This is an optimization exercise on Yosys and OpenROAD, whose aim is small area and few clock cycles, not a production implementation.
Only simulation tests tie the RTL to the original design; equivalence was not proved.
Power figures rest on the tool's default switching activity, not on a simulated workload.

v6:
// rapidlok_track_decoder
module rapidlok_track_decoder (
    input  wire        clk,
    input  wire        rst,
    input  wire        in_valid,
    output wire        in_ready,
    input  wire [7:0]  in_data,
    input  wire        in_last,
    input  wire [7:0]  trk,
    output wire        hdr_valid,
    output wire [4:0]  hdr_sec,
    output wire [15:0] hdr_pos,
    output wire        pay_valid,
    output wire [15:0] pay_data,
    output wire        span_valid,
    output wire        span_mark,
    output wire        trk_done,
    output wire [4:0]  trk_nfound
);
Size: ~110 flip-flops, about 68 I/O pins.
==> module rapidlok_track_decoder, before the edit <==
module rapidlok_track_decoder (
    input  wire        clk,
    input  wire        rst,
    input  wire        in_valid,
    output wire        in_ready,
    input  wire [7:0]  in_data,
    input  wire        in_last,
    input  wire [7:0]  trk,
    output wire        hdr_valid,
    output wire [4:0]  hdr_sec,
    output wire [15:0] hdr_pos,
    output wire        pay_valid,
    output wire [15:0] pay_data,
    output wire        span_valid,
    output wire        span_mark,
    output wire        trk_done,
    output wire [4:0]  trk_nfound
);
    localparam PH_NONE = 2'd0;    
    localparam PH_MARK = 2'd1;    
    localparam PH_DATA = 2'd2;    
    localparam PH_IDLE = 2'd3;    
    reg  [2:0]  k;        
    reg  [4:0]  s;        
    reg  [2:0]  r;        
    reg  [15:0] qpos;     
    reg  [20:0] found;
    reg  [4:0]  nfound;
    reg         fin;      
    wire [7:0] b = in_data;
    wire [3:0] thi = trk[7:4];
    wire [3:0] tlo = trk[3:0];
    wire [3:0] chi = {~thi[3], thi[2], thi[1], ~(thi[0] ^ s[4])};
    wire [3:0] clo = tlo ^ s[3:0] ^ 4'h6;
    wire [5:0] p_thi = {1'b1, thi[3], thi[2], ~(thi[3] & thi[2] & thi[1]), thi[1], thi[0]};
    wire [5:0] p_tlo = {1'b1, tlo[3], tlo[2], ~(tlo[3] & tlo[2] & tlo[1]), tlo[1], tlo[0]};
    wire [5:0] p_chi = {1'b1, chi[3], chi[2], ~(chi[3] & chi[2] & chi[1]), chi[1], chi[0]};
    wire [5:0] p_clo = {1'b1, clo[3], clo[2], ~(clo[3] & clo[2] & clo[1]), clo[1], clo[0]};
    wire [3:0] p_slo = {s[2], ~(s[3] & s[2] & s[1]), s[1], s[0]};    
    wire [7:0] h1 = {5'b10010, s[4], 1'b1, s[3]};
    wire [7:0] h2 = {p_slo, p_thi[5:2]};
    wire [7:0] h3 = {p_thi[1:0], p_tlo};
    wire [7:0] h5 = {4'b1110, p_chi[5:2]};
    wire [7:0] h6 = {p_chi[1:0], p_clo};
    wire alt = (k == 3'd4) && (h3 == 8'h75);
    reg ok;
    always @(*) begin
        case (k)
            3'd1: ok = (b[7:3] == 5'b10010) && b[1];
            3'd2: ok = (b[6] == ~(s[3] & b[7] & b[5])) && (b[3:0] == h2[3:0]);
            3'd3: ok = (b == h3);
            3'd4: ok = (b == 8'hD6);
            3'd5: ok = (b == h5);
            default: ok = (b == h6);
        endcase
    end
    wire [4:0] total = (trk >= 8'd31) ? 5'd16 :
                       (trk <= 8'd17) ? 5'd20 :
                       (trk <= 8'd24) ? 5'd18 : 5'd17;
    wire found_s = found[s];
    wire held = (k != 3'd0);
    wire adv  = held && ok && (k != 3'd6) && !in_last;
    wire det  = (k == 3'd6) && ok && (s <= total) && !found_s;
    wire die  = held && !adv && !det;
    assign in_ready = !(in_valid && die);
    wire take   = in_valid && !die;
    wire replay = in_valid && die;
    wire start  = (b == 8'h75) && !in_last;
    wire [2:0] nfree = k - {2'd0, alt};
    reg [7:0] hb;         
    always @(*) begin
        case (r)
            3'd0: hb = 8'h75;
            3'd1: hb = h1;
            3'd2: hb = h2;
            3'd3: hb = h3;
            3'd4: hb = 8'hD6;
            default: hb = h5;
        endcase
    end
    wire       proc = replay || (take && !held && !start);
    wire [7:0] x    = replay ? hb : b;
    reg  [1:0]  phase;
    reg  [7:0]  cnt;      
    reg  [1:0]  tcnt;     
    reg  [9:0]  tri_buf;  
    reg  [15:0] q0, q1;   
    wire hdr_go  = take && det;
    wire dstep   = proc && !fin && (phase == PH_DATA) && (cnt < 8'd194);
    wire pair_go = dstep && (tcnt == 2'd2);
    assign hdr_valid  = hdr_go;
    assign hdr_sec    = s;
    assign hdr_pos    = qpos;
    assign pay_valid  = pair_go && (cnt >= 8'd2);
    assign pay_data   = q0;
    assign span_valid = (hdr_go || fin) && (phase != PH_NONE);
    assign span_mark  = (phase == PH_DATA);
    assign trk_done   = fin;
    assign trk_nfound = nfound;
    wire [15:0] w = ~{tri_buf, x[7], x[6], x[4], x[3], x[1], x[0]};
    always @(posedge clk) begin
        if (rst) begin
            k      <= 3'd0;
            r      <= 3'd0;
            qpos   <= 16'hFFFA;
            found  <= 21'd0;
            nfound <= 5'd0;
            fin    <= 1'b0;
            phase  <= PH_NONE;
        end else begin
            if (replay) begin
                if (r == nfree - 3'd1) begin
                    r   <= 3'd0;
                    k   <= {2'd0, alt};
                end else begin
                    r <= r + 3'd1;
                end
            end else if (take) begin
                qpos <= in_last ? 16'hFFFA : qpos + 16'd1;
                if (adv) begin
                    k   <= k + 3'd1;
                    if (k == 3'd1) s[4:3] <= {b[2], b[0]};
                    if (k == 3'd2) s[2:0] <= {b[7], b[5], b[4]};
                end else begin
                    k   <= {2'd0, start};
                end
            end
            fin <= take && in_last;
            if (fin) begin
                phase  <= PH_NONE;
                found  <= 21'd0;
                nfound <= 5'd0;
            end else if (hdr_go) begin
                phase  <= PH_MARK;
                cnt    <= start ? 8'd6 : 8'd7;
                tcnt   <= 2'd0;
                found  <= found | (21'd1 << s);
                nfound <= nfound + 5'd1;
            end else if (proc) begin
                case (phase)
                    PH_MARK: begin
                        if (tcnt[0] && x == 8'h6B) begin
                            phase <= PH_DATA;
                            cnt   <= 8'd0;
                            tcnt  <= 2'd0;
                        end else begin
                            if (cnt == 8'd38) phase <= PH_IDLE;
                            tcnt[0] <= (x == 8'hFF);
                            cnt     <= cnt + 8'd1;
                        end
                    end
                    PH_DATA: begin
                        if (cnt < 8'd194) begin
                            case (tcnt)
                                2'd0: begin
                                    tri_buf[9:5] <= {x[6], x[5], x[3], x[2], x[0]};
                                    tcnt <= 2'd1;
                                end
                                2'd1: begin
                                    tri_buf[4:0] <= {x[7], x[5], x[4], x[2], x[1]};
                                    tcnt <= 2'd2;
                                end
                                default: begin
                                    q0   <= q1;
                                    q1   <= w;
                                    cnt  <= cnt + 8'd1;
                                    tcnt <= 2'd0;
                                end
                            endcase
                        end
                    end
                    default: ;
                endcase
            end
        end
    end
endmodule
export LEC_CHECK = 0
export ABC_AREA = 1
export CAP_MARGIN = 20
export CORE_MARGIN = 2
export CORE_UTILIZATION = 55
export SLEW_MARGIN = 20
create_clock -name core_clock -period 10.0 [get_ports {clk}]
standard.sh (not shown) runs the stock make flow with config.mk's settings and CLKGATE_MAP_FILE= SYNTH_SCRIPT=/design/flow/synth_recipe.tcl, a recipe that flattens the netlist after the stock synthesis.
==> flow/flow/run.sh <==
#!/bin/bash
# The standard layout (standard.sh) with three changes:
#  - synthesis maps the logic with an area-oriented ABC script and no adder
#    extraction (flow/synth.tcl, flow/area.abc); flip-flops are mapped as before
#  - the port buffers are the smallest buffer, sky130_fd_sc_hd__buf_1
#  - clock tree synthesis uses small clock buffers
set -euo pipefail
here=$(pwd)
sed "s#SYNTH_SCRIPT=[^ ]*#SYNTH_SCRIPT=$here/flow/synth.tcl#" standard.sh > flow_standard.sh
export FLOW_ABC_SCRIPT=$here/flow/area.abc
export BUFFER_PORTS_ARGS="-buffer_cell sky130_fd_sc_hd__buf_1"
if [[ -f flow/cts_args ]]; then export CTS_ARGS="$(cat flow/cts_args)"; fi
bash flow_standard.sh ADDER_MAP_FILE= finish > flow_make.log 2>&1
==> flow/flow/area.abc <==
strash
&get -n
&fraig -x
&put
scorr
dc2
strash
&get -n
&deepsyn -T 20
&put
dch -f
amap
topo
==> flow/flow/cts_args <==
-sink_clustering_enable -repair_clock_nets -buf_list sky130_fd_sc_hd__clkbuf_8 -root_buf sky130_fd_sc_hd__clkbuf_8 -dont_use_dummy_load
==> flow/flow/synth.tcl <==
# The standard flow's synthesis script (synth_recipe.tcl), with ABC run on an area-oriented
# script of our own. Flip-flop mapping and naming are unchanged.
proc synth {args} { yosys synth -nofsm -noshare {*}$args }
proc abc {args} {
  set i [lsearch -exact $args -script]
  if {$i >= 0} { set args [lreplace $args [expr {$i + 1}] [expr {$i + 1}] $::env(FLOW_ABC_SCRIPT)] }
  yosys abc {*}$args
}
source $::env(SCRIPTS_DIR)/synth.tcl
# left out here: clear keep_hierarchy, flatten, clean up, hide names made inside functions, write 1_2_yosys.v
Testbench counts of v6, summed over its fixed seeds: cycles 192,272.
[inputs] v7 vs v6
--- a/flow/design.v
+++ b/flow/design.v
@@ -60,11 +60,11 @@
     wire found_s = found[s];
     wire held = (k != 3'd0);
     wire adv  = held && ok && (k != 3'd6) && !in_last;
     wire det  = (k == 3'd6) && ok && (s <= total) && !found_s;
     wire die  = held && !adv && !det;
-    assign in_ready = !(in_valid && die);
+    assign in_ready = !die;
     wire take   = in_valid && !die;
     wire replay = in_valid && die;
     wire start  = (b == 8'h75) && !in_last;
     wire [2:0] nfree = k - {2'd0, alt};
     reg [7:0] hb;         
==> comparison <==
Total power: v7 worse than v6
For the post-detailed-placement half-perimeter wirelength, v7 came in about 6% higher than v6 did.
On final area, the higher figure sits with v7, not v6.
Of the two values seen for worst setup path startpoint, in_data[5] was produced by v6 and trk[5] by v7.
Delta (v7 minus v6): clock period minus final worst setup slack saw an increase, number of antenna violations at the first check in global routing was more or less identical.
As far as static leakage power is concerned, v6 and v7 perform about the same.
v7 vs. v6: number of instances in the synthesized netlist went down, mean instance size in the synthesized netlist went up, final-layout non-clock buffer area share did not really move, combinational fraction of design power went up.
Going from v6 to v7, simple-gate share of the synthesized area shrinks by 1.2 points.
Compound-cell area share of the yosys netlist, v6 and v7: higher on v7
Testbench counts of v7, summed over its fixed seeds: cycles 192,272.

re-timing with driven ports:
The results above use ideal ports. As a check the final layouts listed here were re-extracted and re-timed, cells and wires unchanged.
Step 1 sets driving cells, clkbuf_16 on the clock port and buf_2 on the other inputs (assumed; they add their load-dependent delay and slew).
Step 2 also shifts input and output timing later by t, the mid clock arrival at the registers, as if the neighbouring blocks saw the same clock.
Slacks: ideal ports / drivers / drivers and shift; pairs: ideal ports / drivers.
| run | shift t [ns] | setup WS [ns] | worst setup path at the end | clock arrival spread, ns | slew at the worst register clock pin (ns) |
|---|---|---|---|---|---|
| v6 | 0.386 | 2.604 / 2.578 / 2.578 | input to output | 0.027 / 0.027 | 0.10 / 0.10 |
| v7 | 0.386 | 2.504 / 2.479 / 2.479 | input to output | 0.024 / 0.024 | 0.10 / 0.10 |
After both steps setup and hold are still met in every run listed. The setup slack of v6, which loses most, moves by -0.026 ns with the drivers and by -0.026 ns with both steps.
